This design comes from an exercise in tuning for small area on the open sky130 flow, not from production work. Function was checked by simulation only, so behaviour that the tests miss may differ from the original. No activity file was given, so power comes from the tool's default toggle rates.

File: flow/flow/run.sh
#!/bin/bash
# The standard layout (standard.sh) with three changes:
#  - synthesis is the standard flow's own script, except that ABC maps the combinational
#    logic with an area-oriented script (flow/area.abc) instead of ORFS's
#    delay-oriented one; registers are mapped before ABC, so they are the
#    standard synthesis's registers;
#  - every port still gets its own buffer, but it is the smallest buffer cell;
#  - clock tree synthesis adds no dummy loads.
# Each tool's full output goes to the ORFS logs under orfs/logs; the make output
# goes to standard_flow.log.
set -euo pipefail
cd "$(dirname "$0")/.."
W=$PWD
{
  echo 'proc abc {args} {'
  echo '  set i [lsearch $args -script]'
  echo "  if {\$i >= 0} { lset args [expr {\$i+1}] $W/flow/area.abc }"
  echo '  yosys abc {*}$args'
  echo '}'
  cat synth_recipe.tcl
} > area_synth.tcl
export BUFFER_PORTS_ARGS="-buffer_cell sky130_fd_sc_hd__buf_1"
export CTS_ARGS="-sink_clustering_enable -repair_clock_nets -buf_list sky130_fd_sc_hd__clkbuf_8 -dont_use_dummy_load"
bash standard.sh SYNTH_SCRIPT="$W/area_synth.tcl" finish > standard_flow.log 2>&1
File: flow/flow/area.abc
strash
dc2
dch
amap -m -F 4 -A 10
&get -n
&st
&deepsyn -T 120
&put
dch -f
amap -m -F 8 -A 16 -C 1000
File: flow/standard.sh
#!/bin/bash
# synth_recipe.tcl (not shown) runs the flow's synth.tcl, then flattens the netlist and writes it again
# the make line also repeats each setting of config.mk as NAME=value (left out here)
make -C /OpenROAD-flow-scripts/flow DESIGN_CONFIG=/design/flow/config.mk WORK_HOME=/design/flow/orfs CLKGATE_MAP_FILE= SYNTH_SCRIPT=/design/flow/synth_recipe.tcl "${@:-finish}"
File: flow/config.mk
export PLATFORM = sky130hd
export DESIGN_NAME = kojisan_sau
export DESIGN_NICKNAME = kojisan_sau
export VERILOG_FILES = /design/flow/design.v
export SDC_FILE = /design/flow/constraint.sdc
export NUM_CORES = 4
export LEC_CHECK = 0
export CAP_MARGIN = 0
export CORE_MARGIN = 2
export CORE_UTILIZATION = 40
export CTS_BUF_LIST = sky130_fd_sc_hd__clkbuf_8
export SLEW_MARGIN = 0
File: flow/constraint.sdc
create_clock -name core_clock -period 500.0 [get_ports {clk}]
set_input_delay 100.0000 -clock core_clock [delete_from_list [all_inputs] [get_ports {clk}]]
set_output_delay 100.0000 -clock core_clock [all_outputs]
set_load 0.01 [all_outputs]
File: flow/design.v
module kojisan_sau (
    input  wire        clk,
    input  wire        rst,           
    input  wire        host_we,
    input  wire [2:0]  host_addr,
    input  wire [31:0] host_wdata,
    output reg  [31:0] host_rdata,
    output wire        irq,
    output wire        bus_req,
    output reg  [2:0]  bus_op,
    output reg  [7:0]  bus_wdata,
    output wire        bus_mack,
    input  wire        bus_ans,
    input  wire [1:0]  bus_ans_code,
    input  wire [7:0]  bus_rdata
);
    localparam [3:0] S_W_START   = 4'd1,
                     S_W_ADDR    = 4'd2,
                     S_W_CMD     = 4'd3,
                     S_W_PAYLOAD = 4'd4,
                     S_W_STOP    = 4'd5,
                     S_WAIT      = 4'd6,
                     S_R_START   = 4'd7,
                     S_R_ADDR_W  = 4'd8,
                     S_R_REG     = 4'd9,
                     S_R_RSTART  = 4'd10,
                     S_R_ADDR_R  = 4'd11,
                     S_R_DATA    = 4'd12,
                     S_R_STOP    = 4'd13,
                     S_CHECK     = 4'd14;
    reg        ie;
    reg [6:0]  addr;
    reg        busy, done, err;
    reg [3:0]  seq;         
    reg        abort;       
    reg        t_fail;      
    reg [7:0]  cnt;         
    wire [2:0] idx = cnt[7:5];
    reg [31:0] tr;          
    reg [29:0] hr;          
    reg        cy_t, cy_h;
    function [7:0] crc8b;
        input [7:0] c0, b;
        reg   [7:0] c;
        integer     i;
        begin
            c = c0 ^ b;
            for (i = 0; i < 8; i = i + 1)
                c = c[7] ? ((c << 1) ^ 8'h31) : (c << 1);
            crc8b = c;
        end
    endfunction
    wire        first_byte = (idx == 3'd0) || (idx == 3'd3);
    wire [7:0]  crc        = tr[13:6];
    wire [7:0]  crc_next   = crc8b(first_byte ? 8'hFF : crc, bus_rdata);
    wire        h_bad      = (crc != 8'd0);
    wire in_wait  = (seq == S_WAIT);
    wire in_check = (seq == S_CHECK);
    wire in_data  = (seq == S_R_DATA);
    wire moving   = in_data && !cnt[3];       
    assign bus_req  = busy && !(seq[2] && seq[1] && !seq[0]) && !moving;
    assign bus_mack = idx[2] && idx[0];
    wire [3:0] s = seq;
    wire addr_byte = s[3] ^ s[1] ^ s[0];        
    always @(*) begin
        bus_op[2] = abort | (s[2] & ~s[1] & (s[0] | s[3]));
        bus_op[1] = ~abort & ((~s[2] & (s[1] | s[3])) | (~s[3] & s[2] & ~s[0]));
        bus_op[0] = abort | ~(s[3] & ~s[0] & (s[1] | s[2]));
        bus_wdata[0]   = s[3] & s[1];
        bus_wdata[7:1] = addr_byte ? addr : {2'b00, s[1], 2'b00, s[1], 1'b0};
    end
    wire ans_ok    = bus_ans && (bus_ans_code == 2'd0);
    wire ans_nack  = bus_ans && (bus_ans_code == 2'd1);
    wire ans_fault = bus_ans && bus_ans_code[1];
    wire csum = err && in_check;
    wire bus_e = err && !in_check;
    wire [31:0] status_word = {9'd0, err ? idx : 3'd0, err ? seq : 4'd0, 6'd0,
                               csum && h_bad, csum && t_fail,
                               bus_e && !abort, bus_e && abort,
                               csum, err && !(csum && t_fail), 1'b0,
                               err, done, busy};
    wire sel_t = done && (host_addr == 3'd3);
    wire sel_h = done && (host_addr == 3'd4);
    always @(*) begin
        host_rdata = ({32{sel_t}} & tr) | ({32{sel_h}} & {2'b00, hr});
        case (host_addr)
            3'd0:    host_rdata[8] = ie;
            3'd1:    host_rdata = host_rdata | status_word;
            3'd2:    host_rdata[6:0] = addr;
            default: ;
        endcase
    end
    assign irq = ie && (done || err);
    wire wr_ctrl   = host_we && (host_addr == 3'd0);
    wire wr_addr   = host_we && (host_addr == 3'd2);
    wire do_start  = wr_ctrl && host_wdata[0] && !busy;
    wire do_clr    = wr_ctrl && !host_wdata[0] && host_wdata[1] && !busy;
    wire [2:0] pass = cnt[7:5];
    wire [4:0] j    = cnt[4:0];
    wire conv       = busy && in_check;
    wire waiting    = busy && in_wait;
    wire wait_end   = t_fail && (j == 5'd3) && tr[18] && tr[20] && tr[21] && tr[22] && tr[23] && tr[24];
    wire p0 = (pass == 3'd5), p1 = (pass == 3'd6), p2 = (pass == 3'd7),
         p3 = (pass == 3'd0), p4 = (pass == 3'd1);
    wire dry  = conv && p3;                  
    wire tc   = (j == 5'd23 || j == 5'd24 || j == 5'd27 || j >= 5'd29);    
    wire ta = tr[0] & (t_fail || !in_wait);
    wire tb = in_wait ? 1'b0 : (p0 || p1) ? tr[2] :
              p2 ? ~tr[3] :
              j[4] ? (p4 && tc) : tr[16];
    wire tci = (j == 5'd0) ? (!in_wait && (p2 || (p4 && cy_t))) :
               ((in_wait && j == 5'd18) || cy_t);
    wire ts  = ta ^ tb ^ tci;
    wire tco = (ta & tb) | (ta & tci) | (tb & tci);
    wire ha = hr[0] & !in_wait;
    wire hb = in_wait ? 1'b0 : (p0 || p1) ? hr[2] :
              (p3 || p4) ? (hr[16] & (j < 5'd14)) : 1'b0;
    wire hci = (j == 5'd0) ? (p4 && !in_wait && cy_h) : cy_h;
    wire hs  = ha ^ hb ^ hci;
    wire hco = (ha & hb) | (ha & hci) | (hb & hci);
    wire h_step = (j < 5'd30);
    wire rot    = waiting || conv;
    wire h_rot  = rot && h_step;
    wire mv_t   = busy && moving && idx == 3'd1;
    wire mv_h   = busy && moving && idx == 3'd4;
    wire dat    = busy && in_data && ans_ok;
    wire ld_t   = dat && (idx == 3'd0 || idx == 3'd1);
    wire ld_h   = dat && (idx == 3'd3 || idx == 3'd4);
    wire sh_t   = rot || mv_t;
    wire sh_h   = h_rot || mv_h;
    wire t29_nx = (rot && tr[30]) | (mv_t && tr[14]) | (!sh_t && tr[29]);
    wire [7:0] tw_nx = ({8{sh_t}} & tr[22:15]) | ({8{ld_t}} & bus_rdata)
                     | ({8{!(sh_t || ld_t)}} & tr[21:14]);
    wire [7:0] tc_nx = ({8{rot}} & tr[14:7]) | ({8{dat}} & crc_next)
                     | ({8{!(rot || dat)}} & tr[13:6]);
    wire h28_nx = (h_rot && hr[29]) | (mv_h && hr[13]) | (!sh_h && hr[28]);
    wire [7:0] hw_nx = ({8{sh_h}} & hr[21:14]) | ({8{ld_h}} & bus_rdata)
                     | ({8{!(sh_h || ld_h || (rot && !h_step))}} & hr[20:13])
                     | ({8{rot && !h_step}} & hr[20:13]);
    wire cnt_clr = do_start || (busy && seq == S_W_STOP);
    wire cnt_nxb = dat;                           
    wire cnt_inc = !cnt_clr && !cnt_nxb && (rot || (busy && in_data && !cnt[3]));
    wire [2:0] idx_up = (idx == 3'd5) ? idx : idx + 3'd1;
    wire [7:0] cnt_nx = ({8{cnt_inc}} & (cnt + 8'd1)) | ({8{cnt_nxb}} & {idx_up, 5'd0})
                      | ({8{!(cnt_clr || cnt_inc || cnt_nxb)}} & cnt);
    always @(posedge clk) begin
        if (rst) begin
            ie    <= 1'b0;
            addr  <= 7'h45;
            busy  <= 1'b0;
            done  <= 1'b0;
            err   <= 1'b0;
        end else begin
            if (wr_ctrl)
                ie <= host_wdata[8];
            if (wr_addr && !busy)
                addr <= host_wdata[6:0];
            if (do_start || do_clr) begin
                done <= 1'b0;
                err  <= 1'b0;
            end
            if (do_start)
                busy <= 1'b1;
            if (busy) begin
                if (in_wait) begin
                    if (wait_end)
                        seq <= seq + 4'd1;
                end else if (in_check) begin
                    if (cnt == 8'd63) begin
                        done <= 1'b1;
                        busy <= 1'b0;
                    end
                end else if (abort) begin
                    if (bus_ans) begin
                        err  <= 1'b1;
                        busy <= 1'b0;
                    end
                end else if (ans_fault) begin
                    err  <= 1'b1;
                    busy <= 1'b0;
                end else if (ans_nack) begin
                    abort <= 1'b1;
                end else if (ans_ok) begin
                    if (!(seq == S_R_DATA && idx != 3'd5))
                        seq <= seq + 4'd1;
                    if (seq == S_R_STOP && (t_fail || h_bad)) begin
                        err  <= 1'b1;
                        busy <= 1'b0;
                    end
                end
            end
        end
        if (do_start) begin
            seq   <= S_W_START;
            abort <= 1'b0;
        end
        cnt <= cnt_nx;
        if (busy && in_data && ans_ok && idx == 3'd3)
            t_fail <= h_bad;         
        if (busy && seq == S_W_STOP)
            t_fail <= 1'b0;
        if (waiting && j == 5'd31)
            t_fail <= 1'b1;
        {tr[29], tr[21:6]} <= {t29_nx, tw_nx, tc_nx};
        hr[28] <= h28_nx;
        hr[20:13] <= hw_nx;
        if (waiting || conv) begin
            {tr[31:30], tr[28:22], tr[5:0]} <= {dry ? ta : ts, tr[31], tr[29:23], tr[6:1]};
            if (!dry || j < 5'd15)
                cy_t <= tco;
            else if (j == 5'd15)
                cy_t <= ts | tco;
            if (h_step) begin
                {hr[29], hr[27:21], hr[12:0]} <= {dry ? ha : hs, hr[28:22], hr[13:1]};
                if (!dry || j < 5'd15)
                    cy_h <= hco;
                else if (j == 5'd15)
                    cy_h <= hs | hco;
            end
        end else if (busy && moving) begin
            if (idx == 3'd1)
                tr[28:22] <= tr[29:23];
            if (idx == 3'd4)
                hr[27:21] <= hr[28:22];
        end
    end
endmodule
==> impl_metrics.json, run 1 <==
{
  "synthDominantCellAreaShare_pct": 25.26,
  "finalMaxSlewViolations": 0,
  "synth_flop_cell": "dfxtp_1",
  "hold_buffers": 0,
  "grt_pass1_wl_um": 21050,
  "cts_tree": "done",
  "gr-total-overflow": 0,
  "postSynth.asyncResetShare_pct": 0,
  "core-area_um2": 10940,
  "ys_seq_elements": 89,
  "die_area_um2": 12160,
  "path_cells": "buf_1 -> nor2_1 -> nand3_1 -> clkinv_1 -> a222oi_1 -> clkinv_1 -> buf_1",
  "startpoint": "host_addr[2]",
  "grt-busiest-layer": "met2",
  "synthesis.area_um2": 4517,
  "cp_slowest_cell": "clkinv_1",
  "grt_pass1_vias": 3938,
  "p_per_area_nw_per_um2": 3.027,
  "cap_violations": 0,
  "synth-edff-count": 38,
  "hold_class": "reg2reg",
  "ys_warn_count": 1,
  "ctsResizeCount": 0,
  "syn-mean-instance-area_um2": 9.034,
  "cts_sinks": 89,
  "clock_latency_ns": 0.38,
  "use_met2_pct": 34.84,
  "slew-limit-headroom_pct": 42.12,
  "r2r_cells": 12,
  "fin_setup_tns_ns": 0,
  "hpwl_um": 10240,
  "outcome": "finished clean",
  "clk_pin_slew_worst_paths_ns": 0.09,
  "cp_max_fo": 21,
  "slowest_delay_ns": 0.75,
  "insertedDiodeCount": 0,
  "grt_start_max_net_pins": 27,
  "min_period_ns": 202.35,
  "p_leak_uw": 0.001717,
  "grt.total_usage_pct": 22.98,
  "worst_setup_path_end_kind": "output port",
  "clock_path_buffers": 2,
  "synthesis.nets": 569,
  "areaGrowthSynthToFinish_pct": 12.60,
  "htreeDepth": 3,
  "drcViolationCount": 0,
  "first_pass_iters": 7,
  "via_count": 4280,
  "start_util_pct": 41.30,
  "met3_usage_pct": 3.586,
  "rsz0062_at_grt": "no",
  "crit-reg2reg-capture": "hr[13]$_DFF_P_",
  "io_buffers": 70,
  "setup_viol_count_final": 0,
  "wirelength_um": 13540,
  "fp.dieW_um": 110.3,
  "synth.distinct_cells": 41,
  "crit_arrival_ns": 102.35,
  "viasPerCell": 5.944,
  "grt_antenna_before_repair": 0,
  "worstSetupEndpoint": "host_rdata[9]",
  "gp_congestion": 0.9146,
  "worstMarginPinSlew_ns": 0.8628,
  "cts_setup_buffers": 0,
  "finalHoldViolations": 0,
  "wl_per_cell_um": 18.81,
  "critPathKind": "in2out",
  "rrSetupSlack_ns": 495.56,
  "rr_startpoint": "seq[0]$_SDFFE_PP1P_",
  "drtAntennaViolNets": 0,
  "yosys.area.top_type": "edfxtp_1",
  "ys_top_cells_by_area": "edfxtp_1, dfxtp_1, clkinv_1",
  "numCtsBuffers": 9,
  "max-vdd-ir-drop_mv": 0.001518,
  "pin_count": 95,
  "cp_data_required_time_ns": 400.00,
  "rows": 38,
  "drive_above_1_share_pct": 1.724,
  "syn_inst": 500,
  "die_h_um": 110.3,
  "nNetsFinal": 651,
  "yosysSeqAreaShare_pct": 47.87,
  "initialDrtViolationCount": 489,
  "cp-start-kind": "input pin",
  "min_period_over_period_pct": 40.47,
  "holdWs_ns": 0.4545,
  "skew_ns": 0.02146,
  "fmax_mhz": 4.942,
  "ctsRootBufferMaster": "clkbuf_8",
  "grtUsageMet1_pct": 32.94
}
-- where the power goes --
part | leakage (µW) | internal (µW) | switching [µW] | total [µW]
Sequential | 0.000749 | 7.74 | 0.329 | 8.07
Combinational | 0.000904 | 1.13 | 2.25 | 3.38
Clock | 0.0000647 | 1.61 | 2.34 | 3.95
Total | 0.00172 | 10.5 | 4.91 | 15.4
-- state kept, by name, indices dropped and copies added, names as in the netlist --
name / count
cnt: 8
err: 1
tr: 32
busy: 1
ie: 1
abort: 1
t_fail: 1
hr: 30
cy_t: 1
done: 1
addr: 7
seq: 4
cy_h: 1
-- worst max-delay path: cells and delay by family --
family	cells	cell delay, ns
buffers and inverters	4	1.19
AO/OA/AOI/OAI	1	0.66
AND/OR/NAND/NOR	2	0.49
-- worst min path at each step --
stage	start	endpoint	slack, ns	depth (start not counted)
floorplan	tr[29]$_DFF_P_	tr[28]$_DFFE_PP_	0.42	0
global placement	tr[29]$_DFF_P_	tr[28]$_DFFE_PP_	0.43	0
detailed placement	tr[29]$_DFF_P_	tr[28]$_DFFE_PP_	0.44	0
CTS	tr[29]$_DFF_P_	tr[28]$_DFFE_PP_	0.46	0
global route	tr[5]$_DFFE_PN_	tr[4]$_DFFE_PN_	0.47	0
finish	hr[10]$_DFFE_PP_	hr[9]$_DFFE_PP_	0.45	0
-- per-layer routing --
layer | part of all wire (%) | vias to the layer above
met2 | 46 | 205
met4 | 1.7 | 0
met3 | 7.6 | 16
met1 | 45 | 2044
met5 | 0 | -
li1 | - | 2015
-- Yosys cell counts (2+ instances only) --
library cell  count
a22o_1            9
ha_1             18
a31oi_1           4
o21ai_0          41
nor3_1           12
a22oi_1          13
o22ai_1          11
nand3_1          11
o22a_1            3
o221ai_1          9
nand4_1           6
nor4_1            5
nor2_1           63
o221a_1           2
o31ai_1           3
o21a_1            5
nand2b_1          2
a21oi_1          25
clkinv_1         86
edfxtp_1         38
nand2_1          37
nor2b_1           4
o311ai_0          2
dfxtp_1          51
fa_1              2
a222oi_1         23
-- placed cells by master, fill, tap and decap left out, types with 2 or more instances in the layout --
cell and instances:
o221ai_1 9, clkinv_1 86, ha_1 18, a31oi_1 4, nor2b_1 4, o31ai_1 3, nor2_1 63, o22ai_1 11
o21a_1 5, o22a_1 3, nor4_1 5, edfxtp_1 38, a22o_1 9, a22oi_1 13, a21oi_1 25, a222oi_1 23
o311ai_0 2, nand4_1 6, buf_1 70, nor3_1 12, nand2b_1 2, o21ai_0 41, clkbuf_8 9, nand3_1 11
dfxtp_1 51, fa_1 2, o221a_1 2, nand2_1 37
-- final cells by class --
type	count	area [µm²]
inverter	86	322.8
tap	140	175.2
fill	1065	5849
timing repair buffer	71	270.3
sequential	89	2162
multi-input combinational	325	2032
clock buffer	9	123.9
-- through the flow --
stage | total power [µW] | utilization, % | cell area, µm² | setup WS, ns | cells
2_1_floorplan | 10.55 | - | 4517 | 298.69 | 500
3_3_place_gp | 11.49 | 45.38 | 4962 | 297.67 | 711
3_5_place_dp | 11.55 | 45.38 | 4962 | 297.65 | 711
4_1_cts | 15.45 | 46.51 | 5086 | 297.63 | 720
5_1_grt | 16.18 | 46.51 | 5086 | 297.47 | 720
6_report | 15.40 | 46.51 | 5086 | 297.65 | 720
-- cell families (layout without fill, tap and decap cells) --
family | Yosys count | count (layout) | synth area share (%)
compound gates | 162 | 162 | 25.35
simple gates | 141 | 141 | 13.38
flops | 89 | 89 | 47.87
buf+inv | 86 | 166 | 7.147
fa+ha+maj | 20 | 20 | 5.873
xor+xnor | 2 | 2 | 0.3879
==> run 2: changes to the inputs <==
--- a/flow/design.v
+++ b/flow/design.v
@@ -30,7 +30,8 @@
                      S_CHECK     = 4'd14;
     reg        ie;
     reg [6:0]  addr;
-    reg        busy, done, err;
+    reg        busy, err;
+    wire       done = !busy && !err && seq[3] && seq[2] && seq[1];
     reg [3:0]  seq;         
     reg        abort;       
     reg        t_fail;      
@@ -148,17 +149,17 @@
             ie    <= 1'b0;
             addr  <= 7'h45;
             busy  <= 1'b0;
-            done  <= 1'b0;
             err   <= 1'b0;
+            seq[3] <= 1'b0;
         end else begin
             if (wr_ctrl)
                 ie <= host_wdata[8];
             if (wr_addr && !busy)
                 addr <= host_wdata[6:0];
-            if (do_start || do_clr) begin
-                done <= 1'b0;
+            if (do_start || do_clr)
                 err  <= 1'b0;
-            end
+            if (do_clr)
+                seq[3] <= 1'b0;
             if (do_start)
                 busy <= 1'b1;
             if (busy) begin
@@ -166,10 +167,8 @@
                     if (wait_end)
                         seq <= seq + 4'd1;
                 end else if (in_check) begin
-                    if (cnt == 8'd63) begin
-                        done <= 1'b1;
+                    if (cnt == 8'd63)
                         busy <= 1'b0;
-                    end
                 end else if (abort) begin
                     if (bus_ans) begin
                         err  <= 1'b1;
--- a/flow/config.mk
+++ b/flow/config.mk
@@ -5,8 +5,8 @@
 export SDC_FILE = /design/flow/constraint.sdc
 export NUM_CORES = 4
 export LEC_CHECK = 0
-export CAP_MARGIN = 0
+export CAP_MARGIN = 20
 export CORE_MARGIN = 2
 export CORE_UTILIZATION = 40
 export CTS_BUF_LIST = sky130_fd_sc_hd__clkbuf_8
-export SLEW_MARGIN = 0
+export SLEW_MARGIN = 20
==> impl_metrics.json, run 2 <==
{
  "cp_max_fo": 21,
  "critPathKind": "in2out",
  "ctsRootBufferMaster": "clkbuf_8",
  "skew_ns": 0.01636,
  "finalMaxSlewViolations": 0,
  "synth-edff-count": 38,
  "synthesis.nets": 569,
  "cp-start-kind": "input pin",
  "synthesis.area_um2": 4494,
  "start_util_pct": 41.28,
  "largest_register_ffs": 32,
  "yosysSeqAreaShare_pct": 47.66,
  "htreeDepth": 3,
  "register_area_um2": 2142,
  "max-vdd-ir-drop_mv": 0.001127,
  "preCtsSetupSlack_ns": 297.54,
  "fmax_mhz": 4.937,
  "rrSetupSlack_ns": 495.89,
  "rsz0062_at_grt": "no",
  "post_layout_nonfiller_instances": 721,
  "grt_pass1_vias": 3835,
  "areaGrowthSynthToFinish_pct": 12.89,
  "cts_setup_buffers": 0,
  "worst_slack_ns": 297.44,
  "synth_common_cells": "clkinv_1, nor2_1, dfxtp_1, o21ai_0, edfxtp_1",
  "multi_input_area_um2": 2017,
  "holdWs_ns": 0.4607,
  "ys_warn_count": 1,
  "p_leak_uw": 0.001678,
  "r2r_cells": 12,
  "clk_pin_slew_worst_paths_ns": 0.08,
  "finalHoldViolations": 0,
  "worst_setup_path_end_kind": "output port",
  "reg_top3": "tr: 32 flops, hr: 30 flops, cnt: 8 flops",
  "synthDominantCellAreaShare_pct": 25.39,
  "hold_depth": 0,
  "initialDrtViolationCount": 506,
  "grt.total_usage_pct": 22.92,
  "cap_violations": 0,
  "hold_class": "reg2reg",
  "insertedDiodeCount": 0,
  "outcome": "finished clean",
  "crit-reg2reg-capture": "hr[13]$_DFF_P_",
  "numCtsBuffers": 9,
  "gr-total-overflow": 0,
  "cp_data_required_time_ns": 400.00,
  "utilization_pct": 46.60,
  "gp_congestion": 0.9282,
  "slew-limit-headroom_pct": 44.15,
  "die_h_um": 110,
  "final_cell_mix": "clkinv_1, buf_1, nor2_1",
  "hpwl_um": 9982,
  "drive_above_1_share_pct": 2.065,
  "rr_startpoint": "seq[0]$_SDFFE_PP1P_",
  "yosys.area.top_type": "edfxtp_1",
  "fp.dieW_um": 110,
  "wirelength_um": 13380,
  "first_pass_iters": 8,
  "hold_buffers": 0,
  "hp-start": "hr[5]$_DFFE_PP_",
  "nNetsFinal": 652,
  "io_buffers": 70,
  "viasPerCell": 5.861,
  "grt_antenna_before_repair": 0,
  "ys_seq_elements": 88,
  "wl_per_cell_um": 18.56,
  "yosysMostFrequentCell": "clkinv_1",
  "regMostFlops": "tr",
  "die_area_um2": 12100,
  "worstMarginPinSlew_ns": 0.8301,
  "setup_viol_count_final": 0,
  "core-area_um2": 10890,
  "via_count": 4226,
  "nFillCells": 1081,
  "clock_latency_ns": 0.37,
  "clock_path_buffers": 2,
  "place_inst": 712,
  "postSynth.asyncResetShare_pct": 0,
  "min_period_over_period_pct": 40.51,
  "syn_inst": 500,
  "pin_count": 95,
  "startpoint": "host_addr[2]",
  "p_per_area_nw_per_um2": 2.612,
  "layout_commonest_cell": "clkinv_1",
  "grt_start_max_net_pins": 29,
  "cts_tree": "done",
  "synth_flop_cell": "dfxtp_1",
  "crit_arrival_ns": 102.56,
  "ys_top_cells_by_area": "edfxtp_1, dfxtp_1, clkinv_1",
  "ctsResizeCount": 0,
  "drcViolationCount": 0,
  "cts_sinks": 88,
  "synth.distinct_cells": 39,
  "min_period_ns": 202.56,
  "syn-mean-instance-area_um2": 8.989,
  "grt_pass1_wl_um": 20820,
  "rows": 38,
  "hold_path_end": "hr[4]$_DFFE_PP_",
  "drtAntennaViolNets": 0,
  "fin_setup_tns_ns": 0
}
## run 2: power breakdown
group | switching (µW) | internal [µW] | leakage (µW)
logic | 0.926 | 0.505 | 0.000865
clock network | 2.31 | 1.61 | 0.0000647
registers | 0.280 | 7.61 | 0.000748
## run 2: logic make-up (layout without fill, tap and decap cells)
family	Yosys count	in the layout	synth area share (%)
AO/OA/AOI/OAI	161	161	24.86
AND/OR/NAND/NOR	140	140	13.86
adder cells (fa/ha/maj)	20	20	5.902
XOR/XNOR	1	1	0.1949
flip-flops	88	88	47.66
buffers and inverters	90	171	7.517
## run 2: layer usage
metal / up-vias / global-route usage, % / wire length, µm
met1: 1977 / 32.27 / 5947
met4: 0 / 6.781 / 201
met3: 21 / 5.173 / 1293
li1: 2029 / - / -
met2: 199 / 35.14 / 5937
met5: - / 0 / 0
## run 2: per-stage QoR
stage	power, µW	cell area [µm²]
after floorplan	8.900	4494
after CTS	13.35	5074
final	13.25	5074
after global routing	13.87	5074
after detailed placement	9.467	4950
after global placement	9.435	4950
## run 2: area by class of cell
| class | instances | area share (%) |
|---|---|---|
| clock buffer | 9 | 2.441 |
| inverter | 90 | 6.658 |
| multi-input combinational | 322 | 39.75 |
| sequential | 88 | 42.22 |
| tap | 140 | 3.453 |
| timing repair buffer | 72 | 5.475 |
## run 2: worst max-delay path by stage
stage	end	slack, ns	cells after the start
6_report	host_rdata[6]	297.44	7
2_1_floorplan	host_rdata[0]	298.36	6
3_5_place_dp	host_rdata[17]	297.54	7
5_1_grt	host_rdata[9]	297.28	7
4_1_cts	host_rdata[17]	297.53	7
3_3_place_gp	host_rdata[9]	297.54	7
## run 2: critical path: stages
cell      delay (ns)
buf_1           0.22
nor3_1          0.11
nand2_1         0.42
clkinv_1        0.79
a222oi_1        0.70
o21ai_0         0.15
buf_1           0.16
==> run 3: changes to the inputs <==
--- a/flow/design.v
+++ b/flow/design.v
@@ -34,11 +34,11 @@
     wire       done = !busy && !err && seq[3] && seq[2] && seq[1];
     reg [3:0]  seq;         
     reg        abort;       
-    reg        t_fail;      
     reg [7:0]  cnt;         
     wire [2:0] idx = cnt[7:5];
     reg [31:0] tr;          
     reg [29:0] hr;          
+    wire       t_fail = hr[0];
     reg        cy_t, cy_h;
     function [7:0] crc8b;
         input [7:0] c0, b;
@@ -100,12 +100,12 @@
     wire [4:0] j    = cnt[4:0];
     wire conv       = busy && in_check;
     wire waiting    = busy && in_wait;
-    wire wait_end   = t_fail && (j == 5'd3) && tr[18] && tr[20] && tr[21] && tr[22] && tr[23] && tr[24];
+    wire wait_end   = abort && (j == 5'd3) && tr[18] && tr[20] && tr[21] && tr[22] && tr[23] && tr[24];
     wire p0 = (pass == 3'd5), p1 = (pass == 3'd6), p2 = (pass == 3'd7),
          p3 = (pass == 3'd0), p4 = (pass == 3'd1);
     wire dry  = conv && p3;                  
     wire tc   = (j == 5'd23 || j == 5'd24 || j == 5'd27 || j >= 5'd29);    
-    wire ta = tr[0] & (t_fail || !in_wait);
+    wire ta = tr[0] & (abort || !in_wait);
     wire tb = in_wait ? 1'b0 : (p0 || p1) ? tr[2] :
               p2 ? ~tr[3] :
               j[4] ? (p4 && tc) : tr[16];
@@ -195,11 +195,11 @@
         end
         cnt <= cnt_nx;
         if (busy && in_data && ans_ok && idx == 3'd3)
-            t_fail <= h_bad;         
-        if (busy && seq == S_W_STOP)
-            t_fail <= 1'b0;
+            hr[0] <= h_bad;          
         if (waiting && j == 5'd31)
-            t_fail <= 1'b1;
+            abort <= 1'b1;
+        if (waiting && wait_end)
+            abort <= 1'b0;
         {tr[29], tr[21:6]} <= {t29_nx, tw_nx, tc_nx};
         hr[28] <= h28_nx;
         hr[20:13] <= hw_nx;
==> impl_metrics.json, run 3 <==
{
  "final_cell_mix": "clkinv_1, buf_1, nor2_1",
  "skew_ns": 0.02047,
  "total_power_uw": 13.13,
  "rsz0062_at_grt": "no",
  "synthesis.area_um2": 4506,
  "setup_viol_count_final": 0,
  "nFillCells": 1135,
  "clock_latency_ns": 0.37,
  "cts_tree": "done",
  "startpoint": "host_addr[0]",
  "areaGrowthSynthToFinish_pct": 13.14,
  "grt_antenna_before_repair": 0,
  "cp_max_fo": 27,
  "crit_arrival_ns": 102.32,
  "regMostFlops": "tr",
  "synthesis.nets": 572,
  "nNetsFinal": 657,
  "synthDominantCellAreaShare_pct": 24.66,
  "ys_seq_elements": 87,
  "rows": 38,
  "sw_frac_of_total_pct": 26.72,
  "outcome": "finished clean",
  "place_inst": 717,
  "clock_path_buffers": 2,
  "clk_pin_slew_worst_paths_ns": 0.09,
  "cts_setup_buffers": 0,
  "cts_sinks": 87,
  "finalHoldViolations": 0,
  "p_leak_uw": 0.001721,
  "ctsRootBufferMaster": "clkbuf_8",
  "holdWs_ns": 0.4554,
  "rr_startpoint": "seq[0]$_SDFFE_PP1P_",
  "fp.dieW_um": 110.1,
  "intPower_uw": 9.623,
  "start_util_pct": 41.20,
  "wirelength_um": 13270,
  "fin_setup_tns_ns": 0,
  "synth_common_cells": "clkinv_1, nor2_1, dfxtp_1, o21ai_0, nand2_1",
  "worst_setup_path_end_kind": "output port",
  "grt_pass1_wl_um": 20870,
  "utilization_pct": 46.61,
  "slew-limit-headroom_pct": 36.74,
  "drive_above_1_share_pct": 2.218,
  "reg_top3": "tr: 32 flops, hr: 30 flops, cnt: 8 flops",
  "postSynth.asyncResetShare_pct": 0,
  "htreeDepth": 3,
  "viasPerCell": 5.836,
  "power_frac_seq_pct": 58.7,
  "first_pass_iters": 6,
  "worstMarginPinSlew_ns": 0.9403,
  "post_layout_nonfiller_instances": 726,
  "cap_violations": 0,
  "hold_buffers": 0,
  "yosysSeqAreaShare_pct": 46.88,
  "yosys.area.top_type": "edfxtp_1",
  "cp-start-kind": "input pin",
  "wl_per_cell_um": 18.27,
  "initialDrtViolationCount": 386,
  "die_area_um2": 12130,
  "insertedDiodeCount": 0,
  "largest_register_ffs": 32,
  "grt_start_max_net_pins": 28,
  "ctsResizeCount": 0,
  "synth_flop_cell": "dfxtp_1",
  "clkPwrFrac_pct": 30.0,
  "hpwl_um": 9922,
  "hp-start": "hr[11]$_DFFE_PP_",
  "drcViolationCount": 0,
  "max-vdd-ir-drop_mv": 0.002059,
  "power_frac_comb_pct": 11.3,
  "via_count": 4237,
  "ys_warn_count": 1,
  "layout_commonest_cell": "clkinv_1",
  "r2r_cells": 13,
  "crit-reg2reg-capture": "hr[15]$_DFF_P_",
  "syn-mean-instance-area_um2": 8.957,
  "min_period_over_period_pct": 40.46,
  "critPathKind": "in2out",
  "finalMaxSlewViolations": 0,
  "numCtsBuffers": 9,
  "synth.distinct_cells": 44,
  "gr-total-overflow": 0,
  "hold_class": "reg2reg",
  "ys_top_cells_by_area": "edfxtp_1, dfxtp_1, clkinv_1",
  "grt.total_usage_pct": 22.97,
  "yosysMostFrequentCell": "clkinv_1",
  "drtAntennaViolNets": 0,
  "gp_congestion": 0.9240,
  "synth-edff-count": 37,
  "hold_depth": 0,
  "core-area_um2": 10940,
  "die_h_um": 110.1,
  "p_per_area_nw_per_um2": 2.577,
  "worstSetupEndpoint": "host_rdata[8]",
  "fmax_mhz": 4.943,
  "cp_data_required_time_ns": 400.00,
  "rrSetupSlack_ns": 496.25,
  "power_switching_uw": 3.509,
  "grt_pass1_vias": 3906,
  "syn_inst": 503,
  "io_buffers": 70,
  "min_period_ns": 202.33,
  "pin_count": 95
}
## run 3: power groups by stage
stage	combinational [µW]	clock, µW	sequential, µW
after global placement	1.44	0	7.87
after CTS	1.48	4.01	7.71
final	1.48	3.94	7.72
after floorplan	0.970	0	7.79
after detailed placement	1.46	0	7.87
after global routing	1.70	4.28	7.74
## run 3: through the flow
step	worst slack [ns]	area, µm²
final	297.68	5097
after global routing	297.48	5097
after CTS	297.69	5097
after detailed placement	297.69	4974
after global placement	297.68	4974
after floorplan	298.76	4506
## run 3: logic make-up (layout without fill, tap and decap cells)
group / after synthesis / count (layout) / share of synthesized area [%]
buf+inv: 89 / 172 / 7.415
flops: 87 / 87 / 46.88
fa+ha+maj: 20 / 20 / 5.887
compound gates: 160 / 160 / 25.24
xor+xnor: 1 / 1 / 0.1944
simple gates: 146 / 146 / 14.39
## run 3: critical path, stage by stage
cell,delay (ns)
buf_1,0.15
clkinv_1,0.14
nand4_1,0.25
clkinv_1,0.79
a221oi_1,0.64
o21ai_0,0.18
buf_1,0.16
## run 3: layer usage
| layer | part of all wire (%) | vias up | global-route usage (%) |
|---|---|---|---|
| li1 | - | 2030 | - |
| met1 | 46 | 2036 | 31.43 |
| met2 | 45 | 158 | 36.28 |
| met3 | 7.4 | 13 | 5.467 |
| met4 | 1.3 | 0 | 6.696 |
| met5 | 0 | - | 0 |
## run 3: worst min-delay path by stage
stage	to	slack, ns
6_report	hr[10]$_DFFE_PP_	0.46
4_1_cts	hr[11]$_DFFE_PP_	0.46
3_3_place_gp	hr[23]$_DFFE_PP_	0.43
3_5_place_dp	hr[11]$_DFFE_PP_	0.44
5_1_grt	hr[10]$_DFFE_PP_	0.46
2_1_floorplan	tr[28]$_DFFE_PP_	0.42
## run 3: layout make-up
class                      count  area [µm²]  area share (%)
inverter                      89       334.1           6.554
tap                          140       175.2           3.436
multi-input combinational    327        2059           40.40
clock buffer                   9       123.9           2.430
sequential                    87        2112           41.43
timing repair buffer          74       292.8           5.744
==> run 4: changes to the inputs <==
==> flow/flow/area.abc (replaced) <==
strash
dc2
dch
amap -m -F 8 -A 16 -C 1000
strash
dc2
dch -f
amap -m -F 8 -A 16 -C 1000
strash
dch
amap -m -F 8 -A 16 -C 1000
==> impl_metrics.json, run 4 <==
{
  "outcome": "finished clean",
  "ctsRootBufferMaster": "clkbuf_8",
  "nNetsFinal": 663,
  "grt_pass1_wl_um": 21390,
  "synth-edff-count": 37,
  "initialDrtViolationCount": 597,
  "min_period_over_period_pct": 40.40,
  "cts_sinks": 87,
  "drtAntennaViolNets": 0,
  "grt_start_max_net_pins": 26,
  "hold_buffers": 0,
  "syn_inst": 507,
  "hold_depth": 0,
  "cts_tree": "done",
  "insertedDiodeCount": 0,
  "max-vdd-ir-drop_mv": 0.001071,
  "gr-total-overflow": 0,
  "cts_setup_buffers": 0,
  "skew_ns": 0.02455,
  "wirelength_um": 13830,
  "ys_seq_elements": 87,
  "regMostFlops": "tr",
  "via_count": 4289,
  "rsz0062_at_grt": "no",
  "reg_top3": "tr: 32 flops, hr: 30 flops, cnt: 8 flops",
  "cap_violations": 0,
  "areaGrowthSynthToFinish_pct": 13.60,
  "r2r_cells": 14,
  "yosys.area.top_type": "edfxtp_1",
  "grt_pass1_vias": 3963,
  "finalHoldViolations": 0,
  "path_cells": "buf_1 -> clkinv_1 -> nor4_2 -> buf_4 -> clkinv_1 -> o21ai_0 -> buf_1",
  "hpwl_um": 10380,
  "postSynth.asyncResetShare_pct": 0,
  "first_pass_iters": 5,
  "cp-start-kind": "input pin",
  "worstMarginPinSlew_ns": 0.7909,
  "rrSetupSlack_ns": 495.42,
  "p_per_area_nw_per_um2": 2.412,
  "htreeDepth": 3,
  "fmax_mhz": 4.950,
  "synthesis.nets": 576,
  "drcViolationCount": 0,
  "slew-limit-headroom_pct": 46.87,
  "core-area_um2": 10940,
  "crit_family": "buffers and inverters",
  "crit-reg2reg-capture": "hr[20]$_DFF_P_",
  "cp_slowest_cell": "clkinv_1",
  "rr_startpoint": "seq[0]$_SDFFE_PP1P_",
  "yosysSeqAreaShare_pct": 46.85,
  "hold_class": "reg2reg",
  "synth.distinct_cells": 36,
  "viasPerCell": 5.859,
  "setup_viol_count_final": 0,
  "die_h_um": 110.2,
  "worst_setup_path_end_kind": "output port",
  "final_cell_mix": "clkinv_1, buf_1, nor2_1",
  "fp.dieW_um": 110.2,
  "hp-start": "tr[29]$_DFF_P_",
  "clock_latency_ns": 0.36,
  "min_period_ns": 202.01,
  "start_util_pct": 41.22,
  "wl_per_cell_um": 18.89,
  "slowest_delay_ns": 0.43,
  "numCtsBuffers": 9,
  "synthDominantCellAreaShare_pct": 24.65,
  "total_power_uw": 12.35,
  "critPathKind": "in2out",
  "synthesis.area_um2": 4508,
  "gp_congestion": 0.9248,
  "ys_top_cells_by_area": "edfxtp_1, dfxtp_1, clkinv_1",
  "cp_max_fo": 18,
  "p_leak_uw": 0.001700,
  "cp_data_required_time_ns": 400.00,
  "fin_setup_tns_ns": 0,
  "layout_commonest_cell": "clkinv_1",
  "crit_arrival_ns": 102.01,
  "holdWs_ns": 0.4415,
  "clock_path_buffers": 2,
  "finalMaxSlewViolations": 0,
  "rows": 38,
  "hold_path_end": "tr[28]$_DFFE_PP_",
  "ys_warn_count": 1,
  "synth_common_cells": "clkinv_1, nor2_1, o21ai_0, dfxtp_1, nand2_1",
  "io_buffers": 70,
  "largest_register_ffs": 32,
  "yosysMostFrequentCell": "clkinv_1",
  "die_area_um2": 12140,
  "drive_above_1_share_pct": 2.703,
  "pin_count": 95,
  "grt_antenna_before_repair": 0,
  "grt.total_usage_pct": 23.53,
  "synth_flop_cell": "dfxtp_1",
  "cp_num_buf_inv": 5,
  "syn-mean-instance-area_um2": 8.892,
  "ctsResizeCount": 0,
  "clk_pin_slew_worst_paths_ns": 0.09
}
[run 4: changes by cell type after synthesis, moves of 3 or more]
| cell | previous run | this run |
|---|---|---|
| a31oi_1 | 2 | 7 |
| a22oi_1 | 12 | 19 |
| nand3_1 | 12 | 7 |
| o21ai_0 | 44 | 56 |
| clkinv_1 | 89 | 86 |
| o221ai_1 | 9 | 6 |
| or3_1 | 3 | 0 |
| o22a_1 | 3 | 0 |
| o22ai_1 | 11 | 14 |
[run 4: layout make-up]
| type | count | area [µm²] |
|---|---|---|
| fillers | 1102 | 5814 |
| flip-flops and latches | 87 | 2112 |
| multi-input cells | 334 | 2079 |
| inverters | 86 | 322.8 |
| repair buffers | 76 | 307.8 |
| well taps | 140 | 175.2 |
| clock buffers | 9 | 123.9 |
[run 4: worst max path at each step]
stage                     end  slack, ns          from  cells past startpoint
2_1_floorplan  host_rdata[10]     297.17  host_addr[0]                      4
3_3_place_gp   host_rdata[10]     298.04  host_addr[0]                      7
4_1_cts        host_rdata[10]     298.03  host_addr[0]                      7
6_report       host_rdata[10]     297.99  host_addr[0]                      7
5_1_grt         host_rdata[8]     297.79  host_addr[0]                      7
3_5_place_dp   host_rdata[10]     298.04  host_addr[0]                      7
[run 4: through the flow]
| step | setup slack [ns] | instance area (µm²) | utilization (%) | std cells |
|---|---|---|---|---|
| floorplan | 297.17 | 4508 | - | 507 |
| global placement | 298.04 | 4997 | 45.70 | 723 |
| detailed placement | 298.04 | 4997 | 45.70 | 723 |
| CTS | 298.03 | 5121 | 46.83 | 732 |
| global route | 297.79 | 5121 | 46.83 | 732 |
| finish | 297.99 | 5121 | 46.83 | 732 |
[run 4: power breakdown]
| group | internal [µW] | switching [µW] |
|---|---|---|
| sequential | 7.43 | 0.137 |
| combinational | 0.319 | 0.595 |
| clock | 1.62 | 2.26 |
[run 4: kinds of logic (layout without fill, tap and decap cells)]
group	after synthesis	count (layout)	share of synthesized area, %
buffers and inverters	86	171	7.161
flip-flops	87	87	46.85
adder cells (fa/ha/maj)	20	20	5.884
AND/OR/NAND/NOR	137	137	13.21
AO/OA/AOI/OAI	177	177	26.89
[run 4: routing by layer]
metal / part of all wire [%] / routed length (µm) / vias to the layer above / global-route usage [%]
met2: 44 / 6060 / 201 / 35.71
met3: 8.6 / 1195 / 20 / 3.586
met1: 46 / 6303 / 1993 / 34.54
li1: - / - / 2075 / -
met5: 0 / 0 / - / 0
met4: 2.0 / 271 / 0 / 7.143
==> run 5: changes to the inputs <==
--- a/flow/design.v
+++ b/flow/design.v
@@ -30,15 +30,14 @@
                      S_CHECK     = 4'd14;
     reg        ie;
     reg [6:0]  addr;
-    reg        busy, err;
-    wire       done = !busy && !err && seq[3] && seq[2] && seq[1];
+    reg        busy, done, err;
     reg [3:0]  seq;         
     reg        abort;       
+    reg        t_fail;      
     reg [7:0]  cnt;         
     wire [2:0] idx = cnt[7:5];
-    reg [31:0] tr;          
+    reg [30:0] tr;          
     reg [29:0] hr;          
-    wire       t_fail = hr[0];
     reg        cy_t, cy_h;
     function [7:0] crc8b;
         input [7:0] c0, b;
@@ -83,7 +82,7 @@
     wire sel_t = done && (host_addr == 3'd3);
     wire sel_h = done && (host_addr == 3'd4);
     always @(*) begin
-        host_rdata = ({32{sel_t}} & tr) | ({32{sel_h}} & {2'b00, hr});
+        host_rdata = ({32{sel_t}} & {tr[30] & tr[29], tr}) | ({32{sel_h}} & {2'b00, hr});
         case (host_addr)
             3'd0:    host_rdata[8] = ie;
             3'd1:    host_rdata = host_rdata | status_word;
@@ -100,15 +99,15 @@
     wire [4:0] j    = cnt[4:0];
     wire conv       = busy && in_check;
     wire waiting    = busy && in_wait;
-    wire wait_end   = abort && (j == 5'd3) && tr[18] && tr[20] && tr[21] && tr[22] && tr[23] && tr[24];
+    wire wait_end   = t_fail && (j == 5'd3) && tr[18] && tr[20] && tr[21] && tr[22] && tr[23] && tr[24];
     wire p0 = (pass == 3'd5), p1 = (pass == 3'd6), p2 = (pass == 3'd7),
          p3 = (pass == 3'd0), p4 = (pass == 3'd1);
     wire dry  = conv && p3;                  
-    wire tc   = (j == 5'd23 || j == 5'd24 || j == 5'd27 || j >= 5'd29);    
-    wire ta = tr[0] & (abort || !in_wait);
+    wire tc   = (j == 5'd23 || j == 5'd24 || j == 5'd27 || j == 5'd29 || j == 5'd30);    
+    wire ta = tr[0] & (t_fail || !in_wait);
     wire tb = in_wait ? 1'b0 : (p0 || p1) ? tr[2] :
               p2 ? ~tr[3] :
-              j[4] ? (p4 && tc) : tr[16];
+              (j >= 5'd15) ? (p4 && tc) : tr[16];
     wire tci = (j == 5'd0) ? (!in_wait && (p2 || (p4 && cy_t))) :
                ((in_wait && j == 5'd18) || cy_t);
     wire ts  = ta ^ tb ^ tci;
@@ -121,19 +120,21 @@
     wire hco = (ha & hb) | (ha & hci) | (hb & hci);
     wire h_step = (j < 5'd30);
     wire rot    = waiting || conv;
+    wire t_step = (j != 5'd31);
+    wire t_rot  = rot && t_step;
     wire h_rot  = rot && h_step;
     wire mv_t   = busy && moving && idx == 3'd1;
     wire mv_h   = busy && moving && idx == 3'd4;
     wire dat    = busy && in_data && ans_ok;
     wire ld_t   = dat && (idx == 3'd0 || idx == 3'd1);
     wire ld_h   = dat && (idx == 3'd3 || idx == 3'd4);
-    wire sh_t   = rot || mv_t;
+    wire sh_t   = t_rot || mv_t;
     wire sh_h   = h_rot || mv_h;
-    wire t29_nx = (rot && tr[30]) | (mv_t && tr[14]) | (!sh_t && tr[29]);
+    wire t29_nx = (t_rot && tr[30]) | (mv_t && tr[14]) | (!sh_t && tr[29]);
     wire [7:0] tw_nx = ({8{sh_t}} & tr[22:15]) | ({8{ld_t}} & bus_rdata)
                      | ({8{!(sh_t || ld_t)}} & tr[21:14]);
-    wire [7:0] tc_nx = ({8{rot}} & tr[14:7]) | ({8{dat}} & crc_next)
-                     | ({8{!(rot || dat)}} & tr[13:6]);
+    wire [7:0] tc_nx = ({8{t_rot}} & tr[14:7]) | ({8{dat}} & crc_next)
+                     | ({8{!(t_rot || dat)}} & tr[13:6]);
     wire h28_nx = (h_rot && hr[29]) | (mv_h && hr[13]) | (!sh_h && hr[28]);
     wire [7:0] hw_nx = ({8{sh_h}} & hr[21:14]) | ({8{ld_h}} & bus_rdata)
                      | ({8{!(sh_h || ld_h || (rot && !h_step))}} & hr[20:13])
@@ -149,17 +150,17 @@
             ie    <= 1'b0;
             addr  <= 7'h45;
             busy  <= 1'b0;
+            done  <= 1'b0;
             err   <= 1'b0;
-            seq[3] <= 1'b0;
         end else begin
             if (wr_ctrl)
                 ie <= host_wdata[8];
             if (wr_addr && !busy)
                 addr <= host_wdata[6:0];
-            if (do_start || do_clr)
+            if (do_start || do_clr) begin
+                done <= 1'b0;
                 err  <= 1'b0;
-            if (do_clr)
-                seq[3] <= 1'b0;
+            end
             if (do_start)
                 busy <= 1'b1;
             if (busy) begin
@@ -167,8 +168,10 @@
                     if (wait_end)
                         seq <= seq + 4'd1;
                 end else if (in_check) begin
-                    if (cnt == 8'd63)
+                    if (cnt == 8'd63) begin
+                        done <= 1'b1;
                         busy <= 1'b0;
+                    end
                 end else if (abort) begin
                     if (bus_ans) begin
                         err  <= 1'b1;
@@ -195,20 +198,22 @@
         end
         cnt <= cnt_nx;
         if (busy && in_data && ans_ok && idx == 3'd3)
-            hr[0] <= h_bad;          
+            t_fail <= h_bad;         
+        if (busy && seq == S_W_STOP)
+            t_fail <= 1'b0;
         if (waiting && j == 5'd31)
-            abort <= 1'b1;
-        if (waiting && wait_end)
-            abort <= 1'b0;
+            t_fail <= 1'b1;
         {tr[29], tr[21:6]} <= {t29_nx, tw_nx, tc_nx};
         hr[28] <= h28_nx;
         hr[20:13] <= hw_nx;
         if (waiting || conv) begin
-            {tr[31:30], tr[28:22], tr[5:0]} <= {dry ? ta : ts, tr[31], tr[29:23], tr[6:1]};
-            if (!dry || j < 5'd15)
-                cy_t <= tco;
-            else if (j == 5'd15)
-                cy_t <= ts | tco;
+            if (t_step) begin
+                {tr[30], tr[28:22], tr[5:0]} <= {dry ? ta : ts, tr[29:23], tr[6:1]};
+                if (!dry || j < 5'd15)
+                    cy_t <= tco;
+                else if (j == 5'd15)
+                    cy_t <= ts | tco;
+            end
             if (h_step) begin
                 {hr[29], hr[27:21], hr[12:0]} <= {dry ? ha : hs, hr[28:22], hr[13:1]};
                 if (!dry || j < 5'd15)
==> flow/flow/area.abc (replaced) <==
strash
dc2
dch
amap -m -F 4 -A 10
&get -n
&st
&deepsyn -T 120
&put
dch -f
amap -m -F 8 -A 16 -C 1000
==> impl_metrics.json, run 5 <==
{
  "outcome": "finished clean",
  "cp_num_buf_inv": 4,
  "cts_tree": "done",
  "place_area_um2": 4982,
  "layout_commonest_cell": "clkinv_1",
  "synth.distinct_cells": 41,
  "place_inst": 716,
  "finalInstanceArea_um2": 5106,
  "io_buffers": 70,
  "crit_family": "buffers and inverters",
  "drcViolationCount": 0,
  "grt.total_usage_pct": 22.90,
  "hold_class": "reg2reg",
  "total_power_uw": 13.40,
  "regMostFlops": "tr",
  "viasPerCell": 5.825,
  "intPower_uw": 9.751,
  "min_period_over_period_pct": 40.47,
  "power_frac_seq_pct": 59.1,
  "gr-total-overflow": 0,
  "power_switching_uw": 3.647,
  "die_h_um": 110.3,
  "sw_frac_of_total_pct": 27.21,
  "fmax_mhz": 4.942,
  "ctsRootBufferMaster": "clkbuf_8",
  "hold_buffers": 0,
  "p_leak_uw": 0.001696,
  "syn_inst": 503,
  "ys_top_cells_by_area": "edfxtp_1, dfxtp_1, clkinv_1",
  "nNetsFinal": 656,
  "clkPwrFrac_pct": 29.3,
  "cts_setup_buffers": 0,
  "grt_pass1_vias": 3885,
  "hold_depth": 0,
  "reg_top3": "tr: 31 flops, hr: 30 flops, cnt: 8 flops",
  "die_area_um2": 12160,
  "numCtsBuffers": 9,
  "cp_data_required_time_ns": 400.00,
  "pin_count": 95,
  "rsz0062_at_grt": "no",
  "worstMarginPinSlew_ns": 0.7871,
  "largest_register_ffs": 31,
  "first_pass_iters": 5,
  "synthesis.area_um2": 4516,
  "synthesis.nets": 572,
  "rr_startpoint": "seq[0]$_SDFFE_PP1P_",
  "grt_pass1_wl_um": 20890,
  "ys_warn_count": 1,
  "hpwl_um": 10270,
  "r2r_cells": 11,
  "via_count": 4223,
  "crit_arrival_ns": 102.36,
  "ctsResizeCount": 0,
  "grt_start_max_net_pins": 27,
  "initialDrtViolationCount": 382,
  "finalMaxSlewViolations": 0,
  "synthDominantCellAreaShare_pct": 24.61,
  "areaGrowthSynthToFinish_pct": 13.08,
  "gp_congestion": 0.9205,
  "yosys.area.top_type": "edfxtp_1",
  "cp.depth": 8,
  "yosysSeqAreaShare_pct": 47.22,
  "drtAntennaViolNets": 0,
  "clock_path_buffers": 2,
  "wirelength_um": 13440,
  "fin_setup_tns_ns": 0,
  "synth_common_cells": "clkinv_1, nor2_1, dfxtp_1, o21ai_0, edfxtp_1",
  "syn-mean-instance-area_um2": 8.977,
  "cap_violations": 0,
  "cp_max_fo": 21,
  "min_period_ns": 202.36,
  "startpoint": "host_addr[0]",
  "synth-edff-count": 37,
  "final_cell_mix": "clkinv_1, buf_1, nor2_1",
  "insertedDiodeCount": 0,
  "setup_viol_count_final": 0,
  "postSynth.asyncResetShare_pct": 0,
  "clk_pin_slew_worst_paths_ns": 0.09,
  "core-area_um2": 10940,
  "cp-start-kind": "input pin",
  "path_cells": "buf_1 -> clkinv_1 -> nor3_1 -> nand2_1 -> clkinv_1 -> a222oi_1 -> o21ai_0 -> buf_1",
  "wl_per_cell_um": 18.53,
  "start_util_pct": 41.29,
  "clock_latency_ns": 0.36,
  "slowest_delay_ns": 0.72,
  "hp-start": "tr[29]$_DFF_P_",
  "p_per_area_nw_per_um2": 2.624,
  "grt_antenna_before_repair": 0,
  "max-vdd-ir-drop_mv": 0.001066,
  "synth_flop_cell": "dfxtp_1",
  "finalHoldViolations": 0,
  "htreeDepth": 3,
  "post_layout_nonfiller_instances": 725,
  "drive_above_1_share_pct": 2.222,
  "skew_ns": 0.01944,
  "cts_sinks": 88,
  "worst_setup_path_end_kind": "output port",
  "fp.dieW_um": 110.3,
  "nFillCells": 1123,
  "yosysMostFrequentCell": "clkinv_1",
  "critPathKind": "in2out",
  "rows": 38,
  "power_frac_comb_pct": 11.6,
  "ys_seq_elements": 88,
  "cp_slowest_cell": "clkinv_1",
  "slew-limit-headroom_pct": 47.53
}
==> run 5: changes by cell type in the layout (fill, tap and decap cells not counted), sizes merged, moves of 3 or more <==
cell,previous run,this run
o21ai,56,43
nand2,39,28
a21oi,20,29
clkinv,86,94
a22oi,19,14
buf,76,73
o22a,0,3
o31ai,4,1
or2,0,3
or4,3,0
==> run 5: stage by stage <==
stage          utilization, %  hold WS, ns  setup WS (ns)
2_1_floorplan               -       0.4161         297.07
3_3_place_gp            45.56       0.4265         297.65
3_5_place_dp            45.56       0.4354         297.63
4_1_cts                 46.69       0.4350         297.63
5_1_grt                 46.69       0.4368         297.49
6_report                46.69       0.4276         297.64
==> run 5: metal layers <==
layer / share of wire [%] / vias to the layer above / track usage [%] / wire length [µm]
li1: - / 2031 / - / -
met1: 47 / 2003 / 32.62 / 6299
met2: 45 / 167 / 35.45 / 6051
met3: 6.2 / 22 / 3.645 / 831
met4: 1.9 / 0 / 7.679 / 252
met5: 0 / - / 0 / 0
==> run 5: power groups by stage <==
stage	combinational (µW)	clock, µW	sequential, µW
finish	1.55	3.93	7.92
global route	1.76	4.25	7.94
CTS	1.56	3.99	7.91
detailed placement	1.55	0	8.08
global placement	1.52	0	8.07
floorplan	1.04	0	7.94
==> run 5: path summary, 6_finish.rpt <==
kind | endpoint | slack, ns
max | host_rdata[8] | 297.64
max reg2reg | hr[18]$_DFF_P_ | 495.71
min reg2reg | tr[28]$_DFFE_PP_ | 0.43
min | tr[28]$_DFFE_PP_ | 0.43
==> run 5: cells by family (layout without fill, tap and decap cells) <==
family	after synthesis	in the layout	share of synthesized area, %
flip-flops	88	88	47.22
AND/OR/NAND/NOR	130	130	12.86
XOR/XNOR	2	2	0.3880
adder cells (fa/ha/maj)	20	20	5.874
multiplexers	1	1	0.2217
buffers and inverters	94	176	7.814
AO/OA/AOI/OAI	168	168	25.63
==> run 5: cell type report <==
cell class / count / area, µm² / area share (%)
timing repair buffer: 73 / 285.3 / 5.587
tap: 140 / 175.2 / 3.431
inverter: 94 / 352.8 / 6.910
clock buffer: 9 / 123.9 / 2.426
sequential: 88 / 2132 / 41.75
multi-input combinational: 321 / 2037 / 39.89

==> afterwards: timing with drivers on the ports <==
How much do the figures lean on ideal ports? The routed layouts below were timed once more, with nothing changed but the port constraints.
Step 1 sets driving cells, clkbuf_16 on the clock port and buf_2 on the other inputs (assumed; they add their load-dependent delay and slew).
Step 2 times the ports against the registers' clock, not the clock port: input delays grow and output delays shrink by t, the midpoint of the rising clock arrivals with the driver on.
Slacks: ideal / step 1 / step 2; pairs: ideal / step 1.
run | t, ns | setup WS [ns] | worst setup path after step 2 | slew at the worst register clock pin (ns)
run 1 | 0.399 | 297.653 / 297.626 / 297.626 | input to output | 0.09 / 0.09
run 2 | 0.392 | 297.437 / 297.414 / 297.414 | input to output | 0.08 / 0.08
run 3 | 0.394 | 297.675 / 297.645 / 297.645 | input to output | 0.09 / 0.09
run 4 | 0.382 | 297.994 / 297.963 / 297.963 | input to output | 0.09 / 0.09
run 5 | 0.389 | 297.637 / 297.615 / 297.615 | input to output | 0.09 / 0.09
After both steps every run listed still meets setup and hold. For run 4, which loses most, drivers alone change the setup slack by -0.031 ns; drivers and shift together by -0.031 ns.
